This design comes from an exercise in tuning for small area and a short achievable clock period on the open sky130 flow, not from production work. No run shown here included a check of the RTL's function; only the layout flow was run. No activity file was given, so power comes from the tool's default toggle rates.

[flow/run.sh]
#!/bin/bash
# Own layout flow: the standard ORFS flow (standard.sh) with three changes.
#  1. Synthesis is synth_recipe.tcl unchanged except that ABC maps the logic
#     with flow/abc.script (registers, flattening and renaming as standard).
#  2. Ports are buffered with sky130_fd_sc_hd__buf_1 instead of the delay
#     buffer buffer_ports picks by default.
#  3. repair_timing aims at a setup margin of MARGIN ns, so that it works on
#     the datapath rather than stopping once the 15 ns clock is met.
# Each tool's full output stays in orfs/logs/; make's own output goes to
# make_finish.log in this folder.
set -euo pipefail
HERE=$(pwd)
MARGIN=$(cat flow/margin.txt)
{
  echo "proc abc {args} {"
  echo "  set i [lsearch -exact \$args -script]"
  echo "  if {\$i >= 0} { lset args [expr {\$i + 1}] $HERE/flow/abc.script }"
  echo "  yosys abc {*}\$args"
  echo "}"
  cat synth_recipe.tcl
} > my_synth.tcl
bash standard.sh SYNTH_SCRIPT=$HERE/my_synth.tcl SETUP_SLACK_MARGIN=$MARGIN \
  "BUFFER_PORTS_ARGS=-buffer_cell sky130_fd_sc_hd__buf_1" finish > make_finish.log 2>&1
[flow/abc.script]
strash
balance
 rewrite
 refactor
 balance
 rewrite
 rewrite -z
 balance
 refactor -z
 rewrite -z
 balance
balance
 rewrite
 refactor
 balance
 rewrite
 rewrite -z
 balance
 refactor -z
 rewrite -z
 balance
dch -f
map -B 0.9
topo
buffer -c
upsize -c
dnsize -c
[flow/margin.txt]
11
[standard.sh]
#!/bin/bash
# synth_recipe.tcl (not shown) runs the flow's synth.tcl, then flattens the netlist and writes it again
# the make line also repeats each setting of config.mk as NAME=value (left out here)
make -C /OpenROAD-flow-scripts/flow DESIGN_CONFIG=/design/flow/config.mk WORK_HOME=/design/flow/orfs CLKGATE_MAP_FILE= SYNTH_SCRIPT=/design/flow/synth_recipe.tcl "${@:-finish}"
[config.mk]
export PLATFORM = sky130hd
export DESIGN_NAME = minifloat_unit
export DESIGN_NICKNAME = minifloat_unit
export VERILOG_FILES = /design/flow/design.v
export SDC_FILE = /design/flow/constraint.sdc
export NUM_CORES = 4
export LEC_CHECK = 0
export CAP_MARGIN = 20
export CORE_MARGIN = 2
export CORE_UTILIZATION = 40
export SLEW_MARGIN = 20
[constraint.sdc]
create_clock -name core_clock -period 15.0 [get_ports {clk}]
set_input_delay 3.0000 -clock core_clock [delete_from_list [all_inputs] [get_ports {clk}]]
set_output_delay 3.0000 -clock core_clock [all_outputs]
set_load 0.01 [all_outputs]
[design.v]
module mf_normalize (
    input  wire [2:0] e_in,
    input  wire [9:0] m_in,
    input  wire       sat_in,
    output wire [6:0] y         
);
    reg [2:0] k;
    reg [3:0] mo;
    always @* begin
        casez (m_in)
            10'b1?????????: begin k = 3'd6; mo = m_in[9:6]; end
            10'b01????????: begin k = 3'd5; mo = m_in[8:5]; end
            10'b001???????: begin k = 3'd4; mo = m_in[7:4]; end
            10'b0001??????: begin k = 3'd3; mo = m_in[6:3]; end
            10'b00001?????: begin k = 3'd2; mo = m_in[5:2]; end
            10'b000001????: begin k = 3'd1; mo = m_in[4:1]; end
            default:        begin k = 3'd0; mo = m_in[3:0]; end
        endcase
    end
    wire sat = sat_in || (e_in == 3'd7) || (k > e_in);
    assign y = sat ? 7'h70 : {e_in - k, mo};
endmodule
module mf_adder (
    input  wire [7:0] l,
    input  wire [7:0] s,
    input  wire [2:0] d,
    output wire [9:0] m,        
    output wire       sign,     
    output wire       zero      
);
    wire [3:0]  ml = l[3:0];
    wire [10:0] xs = {7'd0, s[3:0]} << d;
    wire        same = (l[7] == s[7]);
    wire        hi0  = (xs[10:4] == 7'd0);
    wire        sgt  = !hi0 || (xs[3:0] > ml);       
    wire        tie  = hi0 && (xs[3:0] == ml);
    wire [9:0]  sum  = xs[9:0] + {6'd0, ml};
    wire [9:0]  dif1 = xs[9:0] - {6'd0, ml};
    wire [3:0]  dif2 = ml - xs[3:0];
    assign m    = same ? sum : (sgt ? dif1 : {6'd0, dif2});
    assign sign = same ? l[7] : (sgt ? s[7] : l[7]);
    assign zero = !same && tie;
endmodule
module mf_multiplier (
    input  wire [7:0] a,
    input  wire [7:0] b,
    output wire [2:0] e,        
    output wire [7:0] p,        
    output wire       sat,      
    output wire       under,    
    output wire       s
);
    wire [3:0] esum = {1'b0, a[6:4]} + {1'b0, b[6:4]};
    assign s     = a[7] ^ b[7];
    assign p     = a[3:0] * b[3:0];
    assign under = (esum < 4'd2);
    assign sat   = (esum > 4'd8);
    assign e     = esum[2:0] - 3'd2;
endmodule
module mf_converter (
    input  wire [7:0]  v,
    input  wire        fs,          
    input  wire [7:0]  fx,          
    input  wire [2:0]  ftop,        
    input  wire [4:0]  t,           
    output wire [11:0] to_f32_hi,   
    output wire [7:0]  exact_y,
    output wire        exact_absent,
    output wire [7:0]  approx_y
);
    wire       vs = v[7];
    wire [2:0] ve = v[6:4];
    wire [3:0] vm = v[3:0];
    reg  [1:0] p;
    reg  [2:0] fr;
    always @* begin
        casez (vm)
            4'b1???: begin p = 2'd3; fr = vm[2:0]; end
            4'b01??: begin p = 2'd2; fr = {vm[1:0], 1'b0}; end
            4'b001?: begin p = 2'd1; fr = {vm[0], 2'b0}; end
            default: begin p = 2'd0; fr = 3'd0; end
        endcase
    end
    wire [7:0] xexp = 8'd125 + {5'd0, ve} + {6'd0, p};
    assign to_f32_hi = (vm == 4'd0) ? {vs, 11'd0} : {vs, xexp, fr};
    wire [3:0] top  = {1'b1, ftop};
    wire       xz   = (fx == 8'd0);
    wire       fz   = (t == 5'd23);
    wire       xlo  = (fx < 8'd125);               
    wire       xhi  = (fx > 8'd147);               
    wire [4:0] u    = fx[4:0] + 5'd3;              
    wire [5:0] qp   = {1'b0, u} + {1'b0, t};       
    wire       low  = xlo || (!xhi && (qp < 6'd23));
    wire       high = xhi || (qp > 6'd29);
    wire [2:0] eb   = qp[2:0] + 3'd1;              
    wire       tge  = (t >= 5'd20);
    wire [3:0] mt   = top >> t[1:0];               
    wire [2:0] c    = 3'd4 - t[2:0];               
    wire [3:0] e2   = {1'b0, eb} - {1'b0, c};      
    wire       e2ok = (t >= 5'd14) && !e2[3];
    wire [6:0] inr  = (high || !(tge || e2ok)) ? 7'h70 : (tge ? {eb, mt} : {e2[2:0], top});
    assign exact_absent = xz ? !fz : low;
    assign exact_y      = xz ? {fs, 7'd0} : {fs, inr};
    wire [1:0] ash = 2'd0 - fx[1:0];               
    wire [6:0] alo = xlo ? 7'd0 : ((fx <= 8'd128) ? {3'd0, top >> ash} : 7'h70);
    assign approx_y = xz ? {fs, 7'd0} : (low ? {fs, alo} : {fs, inr});
endmodule
module mf_tz (
    input  wire [22:0] f,
    output reg  [4:0]  t
);
    integer i;
    always @* begin
        t = 5'd23;
        for (i = 22; i >= 0; i = i - 1)
            if (f[i]) t = i[4:0];
    end
endmodule
module minifloat_unit (
    input  wire        clk,
    input  wire [4:0]  op,
    input  wire [31:0] a,
    input  wire [31:0] b,
    output wire [31:0] y,
    output wire [1:0]  st
);
    wire       addsub = (op[4:1] == 4'b0110);
    wire [7:0] bn     = {b[7] ^ (addsub & op[0]), b[6:0]};
    wire       a_lt   = (a[6:4] < b[6:4]);
    wire       swap   = addsub & a_lt;
    wire [2:0] dd     = a_lt ? (b[6:4] - a[6:4]) : (a[6:4] - b[6:4]);
    wire [4:0] tz;
    mf_tz u_tz (.f(a[22:0]), .t(tz));
    reg [4:0]  op_q;
    reg [7:0]  p_q;        
    reg [7:0]  q_q;        
    reg [2:0]  d_q;        
    reg [11:0] ahi_q;      
    reg [2:0]  amid_q;     
    reg        a16_q;      
    reg        or_q;       
    reg [4:0]  tz_q;       
    always @(posedge clk) begin
        op_q   <= op;
        p_q    <= swap ? bn : a[7:0];
        q_q    <= swap ? a[7:0] : bn;
        d_q    <= dd;
        ahi_q  <= a[31:20];
        amid_q <= a[10:8];
        a16_q  <= a[16];
        or_q   <= |a[19:11];
        tz_q   <= tz;
    end
    wire [7:0] va = p_q;
    wire [7:0] vb = q_q;
    wire op_norm = (op_q == 5'd10);
    wire op_mul  = (op_q == 5'd14);
    wire [9:0] add_m;
    wire       add_s, add_zero;
    mf_adder u_add (.l(va), .s(vb), .d(d_q), .m(add_m), .sign(add_s), .zero(add_zero));
    wire [2:0] mul_e;
    wire [7:0] mul_p;
    wire       mul_sat, mul_under, mul_s;
    mf_multiplier u_mul (.a(va), .b(vb), .e(mul_e), .p(mul_p), .sat(mul_sat),
                         .under(mul_under), .s(mul_s));
    wire norm_big = (ahi_q[11:7] != 5'd0) || (ahi_q[3:0] != 4'd0) || or_q || amid_q[2];
    wire [2:0] n_e   = op_norm ? ahi_q[6:4] : (op_mul ? mul_e : va[6:4]);
    wire [9:0] n_m   = op_norm ? {amid_q[1:0], va} : (op_mul ? {2'd0, mul_p} : add_m);
    wire       n_sat = op_norm ? norm_big : (op_mul && mul_sat);
    wire [6:0] n_y;
    mf_normalize u_norm (.e_in(n_e), .m_in(n_m), .sat_in(n_sat), .y(n_y));
    wire [11:0] tof_hi;
    wire [7:0]  xfrom_y;
    wire        xfrom_absent;
    wire [7:0]  afrom_y;
    mf_converter u_conv (
        .v           (va),
        .fs          (ahi_q[11]),
        .fx          (ahi_q[10:3]),
        .ftop        (ahi_q[2:0]),
        .t           (tz_q),
        .to_f32_hi   (tof_hi),
        .exact_y     (xfrom_y),
        .exact_absent(xfrom_absent),
        .approx_y    (afrom_y)
    );
    reg [7:0]  lo_d;
    reg [11:0] hi_d;
    reg [1:0]  st_d;
    always @* begin
        lo_d = 8'd0;
        hi_d = 12'd0;
        st_d = 2'd0;
        case (op_q)
            5'd0:  lo_d = 8'd0;
            5'd1:  lo_d = 8'h21;
            5'd2:  lo_d = {a16_q, amid_q, va[3:0]};
            5'd3:  lo_d = {7'd0, va[7]};
            5'd4:  lo_d = {5'd0, va[6:4]};
            5'd5:  lo_d = {4'd0, va[3:0]};
            5'd6:  lo_d = {7'd0, va[7]};
            5'd7:  lo_d = {7'd0, ~va[7]};
            5'd8:  lo_d = (va[6:0] == 7'd0) ? 8'd0 : (va[7] ? 8'hFF : 8'h01);
            5'd9:  lo_d = {7'd0, (va == vb)};
            5'd10: lo_d = {1'b0, n_y};
            5'd11: lo_d = va ^ 8'h80;
            5'd12, 5'd13: lo_d = add_zero ? 8'd0 : {add_s, n_y};
            5'd14: lo_d = mul_under ? {mul_s, 7'd0} : {mul_s, n_y};
            5'd15: hi_d = tof_hi;
            5'd16: begin
                if (xfrom_absent) st_d = 2'd1;
                else              lo_d = xfrom_y;
            end
            5'd17: lo_d = afrom_y;
            default: st_d = 2'd2;
        endcase
    end
    reg [7:0]  lo_q;
    reg [8:0]  hi_q;      
    reg [1:0]  st_q;
    always @(posedge clk) begin
        lo_q <= lo_d;
        hi_q <= {hi_d[11:10], hi_d[9], hi_d[5:0]};
        st_q <= st_d;
    end
    assign y  = {hi_q[8:7], {4{hi_q[6]}}, hi_q[5:0], 12'd0, lo_q};
    assign st = st_q;
endmodule
==> results.toml, run 1 <==
[run_status]
outcome = "no timing/DRC/antenna violations"

[global_route]
grt_pass1_wl_um = 27700
via_count_of_the_first_global_routing_pass = 5546
antenna_found_initial = 0
grt_max_degree = 13
track_usage = 0.233
grt-ovfl-total = 0

[worst_setup_path]
critPathLaunchType = "flip-flop"
r2r-start = "p_q[0]"
worst_path_largest_cell_delay_ps = 530
critical_path.max_fanout = 8
crit_required_ps = 15170
timing.reg2reg.setup_slack_ps = 10650
critical-path-top-delay-family = "adder cells"
rr_endpoint = "lo_q[5]"
top_cell_by_count_worst_path = "sky130_fd_sc_hd__nand2_1"
crit_path_buffers_inverters = 3
worst-endpoint-arrival_ps = 4520
critical_path.slowest_cell = "sky130_fd_sc_hd__fa_1"
criticalPathCategory = "flip-flop to flip-flop"
timing.reg2reg.worst_path_depth = 26
endpoint_kind = "flip-flop"

[floorplanning]
design.die.area_um2 = 15400
num_rows = 43
start_util = 0.413
die_height_um = 124
die_width_um = 124
i_o_pins = 104
core_area_um2 = 14000

[synthesis]
synth_seq_cells = 65
ys.warnings.count = 4
synth_enable_flop_cells = 0
post_synth_inst_count = 856
netlist.area_leader.share = 0.225
synth_top_flop_cell = "sky130_fd_sc_hd__dfxtp_1"
postSynth.asyncResetShare = 0
synthTopCellsByCount = "sky130_fd_sc_hd__nand2_1 (174), sky130_fd_sc_hd__inv_1 (141), sky130_fd_sc_hd__nor2_1 (82)"
yosys.cell_types.count = 55
synth_seq_area_share = 0.225
yosys.area.top_type = "sky130_fd_sc_hd__dfxtp_1"
synth.most_common_cell = "sky130_fd_sc_hd__nand2_1"
syn-mean-instance-area_um2 = 6.75
post_synth_main_area_contributors = "sky130_fd_sc_hd__dfxtp_1 (23%), sky130_fd_sc_hd__ha_1 (13%), sky130_fd_sc_hd__nand2_1 (11%)"
syn-cell-area_um2 = 5770

[clock_network]
postCtsHoldBufs = 0
h_tree_lvl_count = 3
clock_latency_ps = 350
cts_buffers = 9
cts.clk_slew.worst_paths_ps = 60
clock_sinks = 65
tritoncts_clock_tree = "done"
cts_root_buffer = "sky130_fd_sc_hd__clkbuf_16"
cts_buffer_depth = 2

[detailed_routing]
drc_errors = 0
first_pass_iters = 5
detailed_route_via_count = 5856
routed_wire_length_per_instance_um = 14.9
via_density_per_instance = 5.16
drt_iter0_markers = 407
postRouteWirelength_um = 16900
ant_nets = 0

[cells_and_area]
multiInputGateArea_um2 = 4070
area_delta_synth_final_pct = 21.0
count_of_nets_after_finishing = 1090
post-route-util = 0.499
final-seq-area_um2 = 1330
final.fill_count = 1487
fraction_of_layout_cells_with_a_size_suffix_above_1 = 0.154
num_antenna_cells = 0

[hold_path]
hp-class = "flip-flop to flip-flop"
worstHoldStart = "p_q[3]"
hold-path-endpoint = "hi_q[1]"
holdPathStages = 2

[timing]
slew_violations = 0
grt_setup_unrepaired = "true"
holdWs_ps = 584
timing.final.crit_share = 0.290
max_freq_mhz = 230
worst-slew-pin-transition_ps = 899
post-route-min-period_ps = 4350
totalNegativeSetupSlack_ps = 0
finClkSkew_ps = 9.63
timing.final.setup_violations = 0
final-hold-violation-count = 0
relSlewSlack = 0.399

[power]
total_power_uw = 783
ir_worst_vdd_mv = 0.0681
p_per_area_nw_per_um2 = 112
leakagePower_nw = 3.45

[place]
place.detailed.hpwl_um = 13000
placement.io_buffers = 67
gp_congestion = 0.932

[flow_run]
cap_violations = 0
-- worst max path at each step --
stage                   end  startpoint  slack (ps)  cells after the start
finish              lo_q[5]      p_q[0]       10650                     26
global placement     p_q[1]        a[5]       10060                      9
CTS                 lo_q[5]      p_q[0]       10750                     27
global route        lo_q[5]      p_q[0]       10440                     26
detailed placement   p_q[7]        a[5]       10030                      9
floorplan           tz_q[0]       a[20]       10880                     14
-- area by class of cell --
class / count / share of cell area
Clock buffer: 12 / 0.0367
Multi-Input combinational cell: 629 / 0.583
Timing Repair Buffer: 93 / 0.0679
Tap cell: 180 / 0.0322
Inverter: 152 / 0.0822
Sequential cell: 65 / 0.190
Clock inverter: 4 / 0.00735
-- worst reg2reg max path, cell delays in order (launching register included) --
cell	delay (ps)
sky130_fd_sc_hd__dfxtp_4	360
sky130_fd_sc_hd__nand2_4	50
sky130_fd_sc_hd__fa_1	530
sky130_fd_sc_hd__inv_1	50
sky130_fd_sc_hd__fa_1	500
sky130_fd_sc_hd__inv_1	70
sky130_fd_sc_hd__fa_2	400
sky130_fd_sc_hd__o21ai_1	190
sky130_fd_sc_hd__a21oi_2	80
sky130_fd_sc_hd__a21oi_1	160
sky130_fd_sc_hd__nor2_1	60
sky130_fd_sc_hd__nand2_1	150
sky130_fd_sc_hd__nand2_4	100
sky130_fd_sc_hd__nor2_2	180
sky130_fd_sc_hd__nand3_2	130
sky130_fd_sc_hd__nand2_2	100
sky130_fd_sc_hd__nor2_4	50
sky130_fd_sc_hd__ha_4	260
sky130_fd_sc_hd__a21oi_2	50
sky130_fd_sc_hd__nor2_1	90
sky130_fd_sc_hd__nor2_1	50
sky130_fd_sc_hd__nor3_1	150
sky130_fd_sc_hd__nand2_1	90
sky130_fd_sc_hd__inv_2	100
sky130_fd_sc_hd__nand2_1	60
sky130_fd_sc_hd__nand2_1	60
sky130_fd_sc_hd__o2111ai_1	110
-- registers in the layout, summed over array words and instances (netlist names) --
register	cells
or_q	1
lo_q	8
ahi_q	12
hi_q	9
st_q	2
amid_q	3
tz_q	5
a16_q	1
d_q	3
p_q	8
q_q	8
op_q	5
-- logic make-up (layout without fill, tap and decap cells) --
group / after synthesis / after routing / share of synthesized area
simple gates: 392 / 395 / 0.312
buf+inv: 176 / 261 / 0.125
compound gates: 136 / 136 / 0.145
fa+ha+maj: 70 / 70 / 0.167
flops: 65 / 65 / 0.225
xor+xnor: 14 / 14 / 0.0212
mux: 2 / 2 / 0.00347
other cells: 1 / 12 / 0.000649
-- through the flow --
stage / std cells / area, µm² / setup slack (ps)
after floorplan: 867 / 5900 / 10880
after global placement: 1091 / 6210 / 10060
after detailed placement: 1091 / 6210 / 10030
after CTS: 1126 / 6790 / 10750
after global routing: 1135 / 6980 / 10440
final: 1135 / 6980 / 10650
-- timing repair --
| item | in CTS | in global routing |
|---|---|---|
| endpoints found under the setup margin | 27 | 26 |
| buffers inserted | 16 | 9 |
| gates cloned | 3 | 0 |
| pin swaps | 7 | 13 |
| resized for setup | 33 | 38 |
-- where the power goes --
group / internal, mW / switching (mW) / leakage [nW]
clock: 0.138 / 0.0788 / 0.149
sequential: 0.185 / 0.0144 / 0.544
combinational: 0.138 / 0.230 / 2.76
total: 0.460 / 0.323 / 3.45
-- layer usage --
| layer | global-route usage | part of all wire | routed length, µm |
|---|---|---|---|
| met2 | 0.360 | 0.45 | 7630 |
| met3 | 0.0403 | 0.044 | 750 |
| met1 | 0.316 | 0.47 | 7930 |
| met5 | 0 | 0 | 0 |
| met4 | 0.103 | 0.033 | 553 |
-- cell usage in the layout, fill, tap and decap left out, types with 16 or more instances in the layout --
| cell type | Yosys | routed |
|---|---|---|
| sky130_fd_sc_hd__nand2_1 | 174 | 165 |
| sky130_fd_sc_hd__inv_1 | 141 | 136 |
| sky130_fd_sc_hd__nor2_1 | 82 | 77 |
| sky130_fd_sc_hd__buf_1 | 0 | 63 |
| sky130_fd_sc_hd__dfxtp_1 | 65 | 54 |
| sky130_fd_sc_hd__ha_1 | 58 | 53 |
| sky130_fd_sc_hd__nand3_1 | 53 | 50 |
| sky130_fd_sc_hd__a21oi_1 | 41 | 32 |
| sky130_fd_sc_hd__o21ai_0 | 44 | 31 |
| sky130_fd_sc_hd__buf_4 | 16 | 24 |
| sky130_fd_sc_hd__nor3_1 | 23 | 21 |
| sky130_fd_sc_hd__nand2_2 | 10 | 16 |
==> inputs of run 2 (changes only) <==
--- a/flow/abc.script
+++ b/flow/abc.script
@@ -19,8 +19,18 @@
  refactor -z
  rewrite -z
  balance
+balance
+ rewrite
+ refactor
+ balance
+ rewrite
+ rewrite -z
+ balance
+ refactor -z
+ rewrite -z
+ balance
 dch -f
-map -B 0.9
+map -a
 topo
 buffer -c
 upsize -c
==> run 2 against run 1 <==
Die area down 4.8%. Sequential share of layout area up 0.81 points. Clock-buffer cell count unchanged. Worst hold slack better by 7.7 ps. Register-to-register slack worse by 160 ps. Final cell count down 7.3%. Global-route usage down 1.0 points. Combinational power down 11%. First-iteration DRC count up 12%. Total power down 8.1%. Via count down 6.8%. Critical endpoint is now lo_q[2]. Largest power group unchanged.
==> results.toml, run 2 <==
[synthesis]
yosys.area.top_type = "sky130_fd_sc_hd__dfxtp_1"
synth_seq_area_share = 0.237
ys.warnings.count = 4
post_synth_main_area_contributors = "sky130_fd_sc_hd__dfxtp_1 (24%), sky130_fd_sc_hd__ha_1 (13%), sky130_fd_sc_hd__inv_1 (8.8%)"
syn-mean-instance-area_um2 = 7.10
synth_seq_cells = 65
synthTopCellsByCount = "sky130_fd_sc_hd__inv_1 (128), sky130_fd_sc_hd__nand2_1 (91), sky130_fd_sc_hd__nor2_1 (88)"
synth.most_common_cell = "sky130_fd_sc_hd__inv_1"
synth_enable_flop_cells = 0
netlist.area_leader.share = 0.237
post_synth_inst_count = 773
yosys.cell_types.count = 57
synth_top_flop_cell = "sky130_fd_sc_hd__dfxtp_1"
syn-cell-area_um2 = 5490
postSynth.asyncResetShare = 0

[worst_setup_path]
critPathLaunchType = "flip-flop"
critical-path-top-delay-family = "adder cells"
crit_path_buffers_inverters = 10
worst-endpoint-arrival_ps = 4760
critical_path.slowest_cell = "sky130_fd_sc_hd__fa_1"
critical_path.max_fanout = 4
criticalPathCategory = "flip-flop to flip-flop"
worst_path_largest_cell_delay_ps = 570
timing.critical_path.cells = "nand2_2 -> fa_1 -> inv_2 -> fa_1 -> ha_1 -> a21oi_1 -> o21ai_1 -> buf_4 -> buf_4 -> nor2_1 -> o32ai_2 -> nor2_1 -> nand2_4 -> nor3_4 -> inv_2 -> buf_4 -> buf_4 -> buf_4 -> buf_4 -> buf_4 -> buf_4 -> nor2_2 -> o221ai_2 -> o2111ai_2"
crit_required_ps = 15250
top_cell_by_count_worst_path = "sky130_fd_sc_hd__buf_4"
endpoint_kind = "flip-flop"

[floorplanning]
num_rows = 42
i_o_pins = 104
core_area_um2 = 13300
start_util = 0.411
die_width_um = 121
die_height_um = 121
design.die.area_um2 = 14700

[detailed_routing]
ant_nets = 0
drt_iter0_markers = 455
via_density_per_instance = 5.19
detailed_route_via_count = 5459
routed_wire_length_per_instance_um = 15.0
drc_errors = 0
postRouteWirelength_um = 15800
first_pass_iters = 7

[power]
ir_worst_vdd_mv = 0.0658
total_power_uw = 720
leakagePower_nw = 3.02
p_per_area_nw_per_um2 = 108

[clock_network]
tritoncts_clock_tree = "done"
cts_root_buffer = "sky130_fd_sc_hd__clkbuf_16"
cts.clk_slew.worst_paths_ps = 50
clock_sinks = 65
postCtsHoldBufs = 0
h_tree_lvl_count = 3
cts_buffer_depth = 2
cts_buffers = 9
clock_latency_ps = 340

[cells_and_area]
reg_top3 = "ahi_q x12, hi_q x9"
final_cell_mix = "sky130_fd_sc_hd__inv_1 (121), sky130_fd_sc_hd__nand2_1 (85), sky130_fd_sc_hd__nor2_1 (76)"
post-route-util = 0.501
largest_register_ffs = 12
max_flop_register = "ahi_q"
count_of_nets_after_finishing = 1012
layout_commonest_cell = "sky130_fd_sc_hd__inv_1"
num_antenna_cells = 0
fraction_of_layout_cells_with_a_size_suffix_above_1 = 0.179
area_delta_synth_final_pct = 21.7

[timing]
final-hold-violation-count = 0
slew_violations = 0
totalNegativeSetupSlack_ps = 0
max_freq_mhz = 222
grt_setup_unrepaired = "true"
layout_setup_ws_ps = 10490
post-route-min-period_ps = 4510
worst-slew-pin-transition_ps = 683
timing.final.crit_share = 0.301
relSlewSlack = 0.545
holdWs_ps = 592
timing.final.setup_violations = 0
finClkSkew_ps = 14.7

[global_route]
grt_max_degree = 12
track_usage = 0.222
grt_pass1_wl_um = 25300
via_count_of_the_first_global_routing_pass = 5128
grt-ovfl-total = 0
antenna_found_initial = 0

[place]
placement.io_buffers = 67
gp_congestion = 0.959
place.detailed.hpwl_um = 12200
post-place-ws_ps = 9990

[run_status]
outcome = "no timing/DRC/antenna violations"

[flow_run]
cap_violations = 0

[hold_path]
hp-class = "flip-flop to flip-flop"
## run 2: metal layers
layer	share of wire	up-vias	track usage	routed length [µm]
li1	-	2768	-	-
met1	0.45	2476	0.288	7080
met2	0.46	184	0.367	7290
met3	0.063	31	0.0367	1000
met4	0.028	0	0.0884	450
met5	0	-	0	0
## run 2: power by group
part	internal (mW)	switching [mW]	total, mW
clock network	0.123	0.0716	0.195
logic	0.125	0.202	0.326
registers	0.184	0.0139	0.198
## run 2: kinds of logic (layout without fill, tap and decap cells)
kind of cell	Yosys count	after routing	share of synthesized area
mux	2	2	0.00365
other cells	1	12	0.000683
xor+xnor	15	15	0.0239
compound gates	179	179	0.206
fa+ha+maj	70	70	0.176
flops	65	65	0.237
simple gates	272	275	0.224
buf+inv	169	258	0.129
## run 2: repair_timing
action | CTS | global route
setup endpoints to repair | 27 | 27
buffers inserted | 24 | 7
resized for setup | 32 | 37
cloned | 3 | 0
pin swaps | 16 | 16
## run 2: cell type report
class | instances | area [µm²]
clock buffer | 12 | 267
clock inverter | 3 | 15.0
fill | 1361 | 6670
inverter | 145 | 558
multi-input combinational | 553 | 3790
sequential | 65 | 1330
tap | 176 | 220
timing repair buffer | 98 | 502
## run 2: worst reg2reg max path, cell delays in order (launching register included)
cell and delay, ps:
sky130_fd_sc_hd__dfxtp_4 350, sky130_fd_sc_hd__nand2_2 50, sky130_fd_sc_hd__fa_1 540, sky130_fd_sc_hd__inv_2 40, sky130_fd_sc_hd__fa_1 570, sky130_fd_sc_hd__ha_1 230
sky130_fd_sc_hd__a21oi_1 140, sky130_fd_sc_hd__o21ai_1 90, sky130_fd_sc_hd__buf_4 140, sky130_fd_sc_hd__buf_4 120, sky130_fd_sc_hd__nor2_1 110, sky130_fd_sc_hd__o32ai_2 120
sky130_fd_sc_hd__nor2_1 430, sky130_fd_sc_hd__nand2_4 120, sky130_fd_sc_hd__nor3_4 260, sky130_fd_sc_hd__inv_2 70, sky130_fd_sc_hd__buf_4 130, sky130_fd_sc_hd__buf_4 120
sky130_fd_sc_hd__buf_4 120, sky130_fd_sc_hd__buf_4 120, sky130_fd_sc_hd__buf_4 120, sky130_fd_sc_hd__buf_4 120, sky130_fd_sc_hd__nor2_2 90, sky130_fd_sc_hd__o221ai_2 120
sky130_fd_sc_hd__o2111ai_2 100
## run 2: final timing paths
| path | cells past startpoint | slack (ps) | start | endpoint |
|---|---|---|---|---|
| worst max-delay path | 24 | 10490 | q_q[3] | lo_q[2] |
| worst min-delay path | 2 | 590 | op_q[1] | st_q[1] |
| worst max register to register | 24 | 10490 | q_q[3] | lo_q[2] |
| worst min register to register | 2 | 590 | op_q[1] | st_q[1] |
## run 2: through the flow
| stage | cell area, µm² | instances |
|---|---|---|
| floorplan | 5630 | 784 |
| global route | 6680 | 1052 |
| detailed placement | 5900 | 1003 |
| global placement | 5900 | 1003 |
| CTS | 6500 | 1045 |
| finish | 6680 | 1052 |
==> inputs of run 3 (changes only) <==
--- a/flow/run.sh
+++ b/flow/run.sh
@@ -4,7 +4,8 @@
 #     with flow/abc.script (registers, flattening and renaming as standard).
 #  2. Ports are buffered with sky130_fd_sc_hd__buf_1 instead of the delay
 #     buffer buffer_ports picks by default.
-#  3. repair_timing aims at a setup margin of MARGIN ns, so that it works on
+#  3. Yosys maps adders to plain gates for ABC (no full/half-adder cells).
+#  4. repair_timing aims at a setup margin of MARGIN ns, so that it works on
 #     the datapath rather than stopping once the 15 ns clock is met.
 # Each tool's full output stays in orfs/logs/; make's own output goes to
 # make_finish.log in this folder.
@@ -20,4 +21,4 @@
   cat synth_recipe.tcl
 } > my_synth.tcl
 bash standard.sh SYNTH_SCRIPT=$HERE/my_synth.tcl SETUP_SLACK_MARGIN=$MARGIN \
-  "BUFFER_PORTS_ARGS=-buffer_cell sky130_fd_sc_hd__buf_1" finish > make_finish.log 2>&1
+  "BUFFER_PORTS_ARGS=-buffer_cell sky130_fd_sc_hd__buf_1" ADDER_MAP_FILE= finish > make_finish.log 2>&1
==> flow/abc.script (replaced) <==
strash
balance
 rewrite
 refactor
 balance
 rewrite
 rewrite -z
 balance
 refactor -z
 rewrite -z
 balance
balance
 rewrite
 refactor
 balance
 rewrite
 rewrite -z
 balance
 refactor -z
 rewrite -z
 balance
dch -f
map -B 0.9
topo
buffer -c
upsize -c
dnsize -c
--- a/config.mk
+++ b/config.mk
@@ -9,3 +9,5 @@
 export CORE_MARGIN = 2
 export CORE_UTILIZATION = 40
 export SLEW_MARGIN = 20
+export SYNTH_HIERARCHICAL = 1
+export SYNTH_MINIMUM_KEEP_SIZE = 0
==> run 3 against run 2 <==
Die area rose by 14%. Worst hold slack improved by 24 ps. Largest power group unchanged. Clock skew decreased by 1.6 ps. First-iteration DRC count fell by 17%. Final area increased by 4.8%. Critical path depth fell by 1. Synthesized area up 15%. Sequential power about the same. Final cell count is 29% higher. Critical endpoint is now tz_q[0].
==> results.toml, run 3 <==
[power]
portion_of_total_power_attributed_to_combinational_logic = 0.395
power.switching_uw = 273
p_per_area_nw_per_um2 = 96.9
clockPowerShare = 0.309
switching_share = 0.403
ir_worst_vdd_mv = 0.0623
internal-power_uw = 405
pwr-share-seq = 0.296
leakagePower_nw = 3.69

[run_status]
outcome = "no timing/DRC/antenna violations"

[timing]
grt_setup_unrepaired = "true"
timing.final.setup_violations = 0
finClkSkew_ps = 13.2
timing.final.crit_share = 0.266
totalNegativeSetupSlack_ps = 0
max_freq_mhz = 251
worst-slew-pin-transition_ps = 599
post-route-min-period_ps = 3990
relSlewSlack = 0.598
layout_setup_ws_ps = 11010
slew_violations = 0
final-hold-violation-count = 0

[floorplanning]
core_area_um2 = 15300
num_rows = 45
i_o_pins = 104
design.die.area_um2 = 16800
die_height_um = 129
die_width_um = 129
start_util = 0.411

[global_route]
via_count_of_the_first_global_routing_pass = 5989
global_route.usage.met2 = 0.317
grt-ovfl-total = 0
globalRouteMet1Util = 0.313
track_usage = 0.211
highest_utilization_routing_layer_at_the_global_route_stage = "met2"
antenna_found_initial = 0
grt_pass1_wl_um = 28400
grt_max_degree = 29
grt_util_met3 = 0.0429

[cells_and_area]
reg_top3 = "ahi_q x12, hi_q x9"
max_flop_register = "ahi_q"
num_antenna_cells = 0
largest_register_ffs = 12
final_cell_mix = "sky130_fd_sc_hd__nand2_1 (311), sky130_fd_sc_hd__inv_1 (149), sky130_fd_sc_hd__nor2_1 (115)"
layout_commonest_cell = "sky130_fd_sc_hd__nand2_1"
fraction_of_layout_cells_with_a_size_suffix_above_1 = 0.145
area_delta_synth_final_pct = 11.2
count_of_nets_after_finishing = 1215

[synthesis]
post_synth_inst_count = 1081
syn-mean-instance-area_um2 = 5.82
syn-cell-area_um2 = 6290
ys.warnings.count = 10

[place]
placement.io_buffers = 67
gp_congestion = 0.914
post-place-ws_ps = 10630
place.detailed.hpwl_um = 13800

[clock_network]
cts_buffer_depth = 2
tritoncts_clock_tree = "done"
h_tree_lvl_count = 3
postCtsHoldBufs = 0
clock_sinks = 65
cts.clk_slew.worst_paths_ps = 60
postCtsSetupBuffers = 0
cts_buffers = 9
clock_latency_ps = 340
cts_root_buffer = "sky130_fd_sc_hd__clkbuf_16"

[detailed_routing]
ant_nets = 0
first_pass_iters = 5
drc_errors = 0
routed_wire_length_per_instance_um = 12.4
postRouteWirelength_um = 16900
via_density_per_instance = 4.80
drt_iter0_markers = 379
detailed_route_via_count = 6534

[hold_path]
hp-class = "flip-flop to flip-flop"

[worst_setup_path]
endpoint_kind = "flip-flop"
criticalPathCategory = "primary input to flip-flop"
critical_path.slowest_cell = "sky130_fd_sc_hd__a21oi_2"
timing.critical_path.cells = "buf_6 -> inv_2 -> nand2_2 -> nand2_1 -> nand2_1 -> nand2_1 -> nand2_1 -> nand2_1 -> nand2_1 -> nand2_1 -> nand2_1 -> nand2_1 -> nand2_1 -> nand2_1 -> nand2_1 -> nand2_1 -> nand2_1 -> nand2_1 -> nand2_1 -> nand2_1 -> nand2_1 -> nand2_1 -> a21oi_2"
crit_path_buffers_inverters = 2
critical_path.max_fanout = 3
critical-path-top-delay-family = "simple AND/OR/NAND/NOR gates"
top_cell_by_count_worst_path = "sky130_fd_sc_hd__nand2_1"
crit_required_ps = 15250
worst_path_largest_cell_delay_ps = 170
critPathLaunchType = "primary input"
worst-endpoint-arrival_ps = 4230

[flow_run]
cap_violations = 0
## run 3: path summary, 6_finish.rpt
check                           startpoint       to  slack (ps)  depth (start not counted)
worst min register to register   ahi_q[11]  lo_q[7]         620                          2
worst max register to register      q_q[1]  lo_q[0]       11200                         27
worst max-delay path                 a[21]  tz_q[0]       11010                         23
worst min-delay path             ahi_q[11]  lo_q[7]         620                          2
## run 3: what timing repair did
action / in CTS / in global routing
gates resized for setup: 2 / 13
gates cloned: 0 / 1
pin swaps: 1 / 7
setup endpoints to repair: 10 / 14
## run 3: final cells by class
type | instances | area, µm²
fillers | 1741 | 8320
multi-input cells | 819 | 4110
flip-flops and latches | 65 | 1310
inverters | 182 | 746
repair buffers | 68 | 275
well taps | 211 | 264
clock buffers | 10 | 229
clock inverters | 6 | 66.3
## run 3: power groups by stage
stage	Sequential, mW	Combinational (mW)	Clock (mW)
floorplan	0.198	0.216	0
global placement	0.204	0.264	0
detailed placement	0.204	0.265	0
CTS	0.200	0.266	0.214
global route	0.202	0.307	0.223
finish	0.201	0.268	0.209
## run 3: worst reg2reg max path: cells and delay by family, from the launching register on
kind	cells	cell delay (ps)
buf+inv	3	290
compound gates	4	760
simple gates	20	2070
flops	1	550
## run 3: layer usage
metal	share of wire	vias up
met4	0.012	0
met3	0.067	14
met5	0	-
li1	-	3529
met2	0.40	182
met1	0.53	2809
## run 3: metrics by stage
| step | hold slack (ps) | utilization | power, mW | instance area, µm² | instances |
|---|---|---|---|---|---|
| after floorplan | 514 | - | 0.415 | 6330 | 1092 |
| after global placement | 607 | 0.434 | 0.468 | 6650 | 1344 |
| after detailed placement | 596 | 0.434 | 0.468 | 6650 | 1344 |
| after CTS | 604 | 0.454 | 0.680 | 6960 | 1360 |
| after global routing | 640 | 0.457 | 0.732 | 7000 | 1361 |
| final | 616 | 0.457 | 0.678 | 7000 | 1361 |
==> inputs of run 4 (changes only) <==
--- a/flow/abc.script
+++ b/flow/abc.script
@@ -19,8 +19,18 @@
  refactor -z
  rewrite -z
  balance
+balance
+ rewrite
+ refactor
+ balance
+ rewrite
+ rewrite -z
+ balance
+ refactor -z
+ rewrite -z
+ balance
 dch -f
-map -B 0.9
+map -a
 topo
 buffer -c
 upsize -c
==> run 4 against run 3 <==
Flip-flop and latch count is the same. Sequential share of layout area shrank 0.073 points. Highest routed layer unchanged. Worst hold slack lost 34 ps. Global-route usage shrank 0.22 points.
==> results.toml, run 4 <==
[synthesis]
ys.warnings.count = 10
post_synth_inst_count = 867
syn-mean-instance-area_um2 = 6.62
syn-cell-area_um2 = 5740

[cells_and_area]
area_delta_synth_final_pct = 24.6
max_flop_register = "ahi_q"
layout_commonest_cell = "sky130_fd_sc_hd__nor2_1"
reg_top3 = "ahi_q x12, hi_q x9"
largest_register_ffs = 12
num_antenna_cells = 0
count_of_nets_after_finishing = 1047
fraction_of_layout_cells_with_a_size_suffix_above_1 = 0.295
post-route-util = 0.513
final.fill_count = 1380
final_cell_mix = "sky130_fd_sc_hd__nor2_1 (124), sky130_fd_sc_hd__nand2_1 (110), sky130_fd_sc_hd__inv_1 (109)"

[global_route]
antenna_found_initial = 0
grt_pass1_wl_um = 25300
via_count_of_the_first_global_routing_pass = 5284
track_usage = 0.209
grt-ovfl-total = 0
grt_max_degree = 25

[clock_network]
postCtsHoldBufs = 0
clock_sinks = 65
cts_buffer_depth = 2
cts_buffers = 9
tritoncts_clock_tree = "done"
cts.clk_slew.worst_paths_ps = 50
clock_latency_ps = 330
h_tree_lvl_count = 3
cts_root_buffer = "sky130_fd_sc_hd__clkbuf_16"

[worst_setup_path]
critical_path.slowest_cell = "sky130_fd_sc_hd__o21bai_1"
worst_path_largest_cell_delay_ps = 150
critPathLaunchType = "primary input"
crit_path_buffers_inverters = 2
worst-endpoint-arrival_ps = 4230
timing.reg2reg.setup_slack_ps = 11020
critical-path-top-delay-family = "compound AO/OA/AOI/OAI gates"
critPathLaunch = "a[21]"
critical_path.max_fanout = 2
r2r-start = "q_q[0]"
criticalPathCategory = "primary input to flip-flop"
timing.reg2reg.worst_path_depth = 34
rr_endpoint = "lo_q[1]"
endpoint_kind = "flip-flop"
crit_required_ps = 15220
timing.critical_path.cells = "buf_8 -> inv_2 -> a21oi_2 -> o21bai_1 -> a21oi_1 -> o21bai_1 -> a21oi_1 -> o21bai_1 -> a21oi_1 -> o21bai_1 -> a21oi_1 -> o21bai_1 -> a21oi_1"

[timing]
finClkSkew_ps = 7.28
final-hold-violation-count = 0
timing.final.crit_share = 0.268
slew_violations = 0
totalNegativeSetupSlack_ps = 0
post-route-min-period_ps = 4020
worst-slew-pin-transition_ps = 604
layout_setup_ws_ps = 10980
relSlewSlack = 0.597
grt_setup_unrepaired = "true"
timing.final.setup_violations = 0
max_freq_mhz = 249

[floorplanning]
die_width_um = 124
core_area_um2 = 13900
die_height_um = 124
i_o_pins = 104
start_util = 0.412
design.die.area_um2 = 15300
num_rows = 43

[power]
total_power_uw = 727
leakagePower_nw = 3.05
ir_worst_vdd_mv = 0.0792
p_per_area_nw_per_um2 = 102

[detailed_routing]
ant_nets = 0
drc_errors = 0
first_pass_iters = 6
drt_iter0_markers = 428
detailed_route_via_count = 5975
postRouteWirelength_um = 16200
routed_wire_length_per_instance_um = 14.0
via_density_per_instance = 5.15

[place]
place.detailed.hpwl_um = 11900
post-place-ws_ps = 10370
placement.io_buffers = 67
gp_congestion = 0.904

[flow_run]
cap_violations = 0

[hold_path]
hp-class = "flip-flop to flip-flop"
hold-path-endpoint = "lo_q[7]"
holdPathStages = 2
worstHoldStart = "a16_q"

[run_status]
outcome = "no timing/DRC/antenna violations"
[run 4: repair_timing]
item / in CTS / in global routing
setup buffers: 5 / 40
pin swaps: 5 / 46
gates resized for setup: 27 / 103
setup endpoints to repair: 22 / 24
gates cloned: 1 / 2
[run 4: report_power, final]
group | switching (mW) | internal (mW)
clock network | 0.0713 | 0.127
registers | 0.0158 | 0.184
logic | 0.192 | 0.137
total | 0.279 | 0.448
[run 4: worst max-delay path by stage]
stage / cells after the start / endpoint
finish: 13 / tz_q[0]
global route: 34 / lo_q[1]
CTS: 31 / lo_q[0]
detailed placement: 31 / lo_q[0]
global placement: 31 / lo_q[0]
floorplan: 12 / tz_q[0]
[run 4: layer usage]
layer / GRT usage / wire [µm]
met1: 0.294 / 7660
met2: 0.323 / 7510
met3: 0.0362 / 722
met4: 0.0696 / 353
met5: 0 / 0
[run 4: stage by stage]
step | std cells | hold slack, ps | cell area [µm²]
floorplan | 878 | 433 | 5780
global placement | 1098 | 560 | 6060
detailed placement | 1098 | 562 | 6060
CTS | 1119 | 575 | 6470
global route | 1161 | 621 | 7150
finish | 1161 | 582 | 7150
[run 4: worst register-to-register path: cells and delay by family, from the launching register on]
family / cells / cell delay, ps
AND/OR/NAND/NOR: 17 / 1730
AO/OA/AOI/OAI: 10 / 1180
buffers and inverters: 6 / 470
flip-flops: 1 / 360
XOR/XNOR: 1 / 170
[run 4: area by class of cell]
| class | instances | area [µm²] | area share |
|---|---|---|---|
| multi-input cells | 633 | 4060 | 0.568 |
| inverters | 155 | 613 | 0.0857 |
| flip-flops and latches | 65 | 1330 | 0.186 |
| clock inverters | 5 | 56.3 | 0.00787 |
| repair buffers | 113 | 638 | 0.0892 |
| clock buffers | 10 | 229 | 0.0320 |
| well taps | 180 | 225 | 0.0315 |

[separate check: timing with driven ports]
In the flow no input, the clock included, has a driving cell. The finished layouts below were timed again as built, in two steps. Step 1: set_driving_cell puts a clkbuf_16 on clk and a buf_2 on each other input, an assumption about the parent block. Step 2 times the ports against the registers' clock, not the clock port: input delays grow and output delays shrink by t, the midpoint of the rising clock arrivals with the driver on. Three values: ideal ports, drivers, drivers and shift; two values: the first two.
run	t (ns)	setup WS [ns]	pins driven straight from the clock port
run 1	0.381	10.651 / 10.651 / 10.518	1
run 2	0.378	10.489 / 10.489 / 10.475	1
run 3	0.371	11.013 / 11.014 / 10.643	1
run 4	0.368	10.981 / 10.984 / 10.615	1
After both steps setup and hold are still met in every run listed. For run 3, which loses most, drivers alone change the setup slack by +0.001 ns; drivers and shift together by -0.370 ns.
